From an optimization exercise on the open Yosys and OpenROAD flow, aimed at small area, a short achievable clock period and few clock cycles; shortcuts taken in it are not production practice.
Only simulation tests tie the RTL to the original design; equivalence was not proved.
No activity file was given, so power comes from the tool's default toggle rates.

==> flow/design.v (excerpt) <==
module frame_tx (
    input  wire        clk,
    input  wire        rst,           
    input  wire        cmd_valid,
    output wire        cmd_ready,
    input  wire [7:0]  cmd_type,
    input  wire [15:0] cmd_len,
    input  wire        pl_valid,
    output wire        pl_ready,
    input  wire [7:0]  pl_byte,
    output wire        tx_valid,
    input  wire        tx_ready,
    output wire [7:0]  tx_byte
);
Size: ~3,500 cells after synthesis, about 2,300 flip-flops, ~54,000 sq um of cells after synthesis.
Settings: LEC_CHECK=0, ABC_CLOCK_PERIOD_IN_PS=2500, CAP_MARGIN=20, CORE_MARGIN=2, CORE_UTILIZATION=65, CTS_BUF_LIST=sky130_fd_sc_hd__clkbuf_8 sky130_fd_sc_hd__clkbuf_16, CTS_CLUSTER_DIAMETER=80, CTS_CLUSTER_SIZE=20, PLACE_DENSITY=0.75, SETUP_SLACK_MARGIN=4.4, SLEW_MARGIN=20; clock period 7.0 ns.
run.sh (not shown) runs the stock make flow with config.mk's settings and CLKGATE_MAP_FILE= SYNTH_SCRIPT=/design/flow/synth_recipe.tcl, a recipe that flattens the netlist after the stock synthesis.
The baseline passed the timing, DRC and antenna checks.
Testbench counts at the start, summed over its fixed seeds: cycles 150,617.
Next try:
==> flow/config.mk (replaced) <==
export PLATFORM = sky130hd
export DESIGN_NAME = frame_tx
export DESIGN_NICKNAME = frame_tx
export VERILOG_FILES = /design/flow/design.v
export SDC_FILE = /design/flow/constraint.sdc
export NUM_CORES = 4
export LEC_CHECK = 0
export ABC_CLOCK_PERIOD_IN_PS = 2500
export CAP_MARGIN = 20
export CORE_MARGIN = 2
export CORE_UTILIZATION = 50
export CTS_BUF_LIST = sky130_fd_sc_hd__clkbuf_4 sky130_fd_sc_hd__clkbuf_8
export CTS_CLUSTER_DIAMETER = 50
export CTS_CLUSTER_SIZE = 14
export PLACE_DENSITY = 0.65
export SETUP_SLACK_MARGIN = 4.35
export SLEW_MARGIN = 20
=> Synthesized area does not change; sequential share of layout area grows by 0.42 points; count of clock-buffer cells in the layout grows by 76; final cell count grows by 8.5%; wire length shrinks by 18%; clock power shrinks by 12%; setup slack gets better by 33 ps; die area grows by 30%.

* * *

frame_tx again, from the RTL that the note above started with.
## frame_tx
module frame_tx (
    input  wire        clk,
    input  wire        rst,           
    input  wire        cmd_valid,
    output wire        cmd_ready,
    input  wire [7:0]  cmd_type,
    input  wire [15:0] cmd_len,
    input  wire        pl_valid,
    output wire        pl_ready,
    input  wire [7:0]  pl_byte,
    output wire        tx_valid,
    input  wire        tx_ready,
    output wire [7:0]  tx_byte
);
clock: 7.0 ns
lec_check: 0
abc_clock_period_in_ps: 2500
cap_margin: 20
core_margin: 2
core_utilization: 50
cts_buf_list: sky130_fd_sc_hd__clkbuf_8 sky130_fd_sc_hd__clkbuf_16
cts_cluster_diameter: 80
cts_cluster_size: 20
place_density: 0.65
setup_slack_margin: 4.4
slew_margin: 20
Testbench counts at the start, summed over its fixed seeds: cycles 150,617.
Change:
==> flow/flow/run.sh (new file) <==
#!/bin/bash
set -euo pipefail
export CTS_ARGS="-sink_clustering_enable -repair_clock_nets -dont_use_dummy_load -root_buf sky130_fd_sc_hd__clkbuf_16 -sink_clustering_buffer sky130_fd_sc_hd__clkbuf_8 -sink_clustering_size 16 -sink_clustering_max_diameter 50 -buf_list {sky130_fd_sc_hd__clkbuf_8 sky130_fd_sc_hd__clkbuf_16}"
bash standard.sh > standard_flow.log 2>&1
==> flow/standard.sh (new file) <==
#!/bin/bash
# synth_recipe.tcl (not shown) runs the flow's synth.tcl, then flattens the netlist and writes it again
# the make line also repeats each setting of config.mk as NAME=value (left out here)
make -C /OpenROAD-flow-scripts/flow DESIGN_CONFIG=/design/flow/config.mk WORK_HOME=/design/flow/orfs CLKGATE_MAP_FILE= SYNTH_SCRIPT=/design/flow/synth_recipe.tcl "${@:-finish}"
- CTS_BUF_LIST: sky130_fd_sc_hd__clkbuf_8 sky130_fd_sc_hd__clkbuf_16 -> not set
- CTS_CLUSTER_DIAMETER: 80 -> not set
- CTS_CLUSTER_SIZE: 20 -> not set
- SETUP_SLACK_MARGIN: 4.4 -> 4.35
removed: flow/run.sh
Effect: Die area is unchanged. Register-to-register slack improves by 20 ps. Total power came out lower by 6.0%. Global-route usage is about the same. Worst setup slack improved by 18 ps. Sequential share of layout area rose by 1.5 points. Routed wire length barely changes. Sequential power barely changes. Combinational power increases by 3.3%. Clock-buffer cell count went up by 34.

-- afterwards: timing with drivers on the ports --
The results above use ideal ports. As a check the final layouts listed here were re-extracted and re-timed, cells and wires unchanged.
Step 1 sets driving cells, clkbuf_16 on the clock port and buf_2 on the other inputs (assumed; they add their load-dependent delay and slew).
Step 2 moves the port delays by t, midway between the first and last clock arrival at a register: inputs arrive t later, outputs are due t later. That takes back most of the time a late clock gives input paths.
a / b / c = ideal ports / drivers / drivers and shift; a / b = the first two.
run	t, ns	setup slack, ns	worst register clock-pin slew, ns	worst data-port slew with drivers (ns)	cell pins on the clock port's net
the first run of note 1	0.790	4.170 / 4.195 / 3.405	0.09 / 0.09	0.05	1
the second run of note 1	0.910	4.202 / 4.134 / 3.334	0.09 / 0.09	0.12	1
the first run of note 2	0.794	4.337 / 4.271 / 3.681	0.09 / 0.09	0.11	1
the second run of note 2	0.750	4.355 / 4.287 / 3.688	0.10 / 0.10	0.14	1
After both steps setup and hold are still met in every run listed. The setup slack of the second run of note 1, which loses most, moves by -0.068 ns with the drivers and by -0.868 ns with both steps.
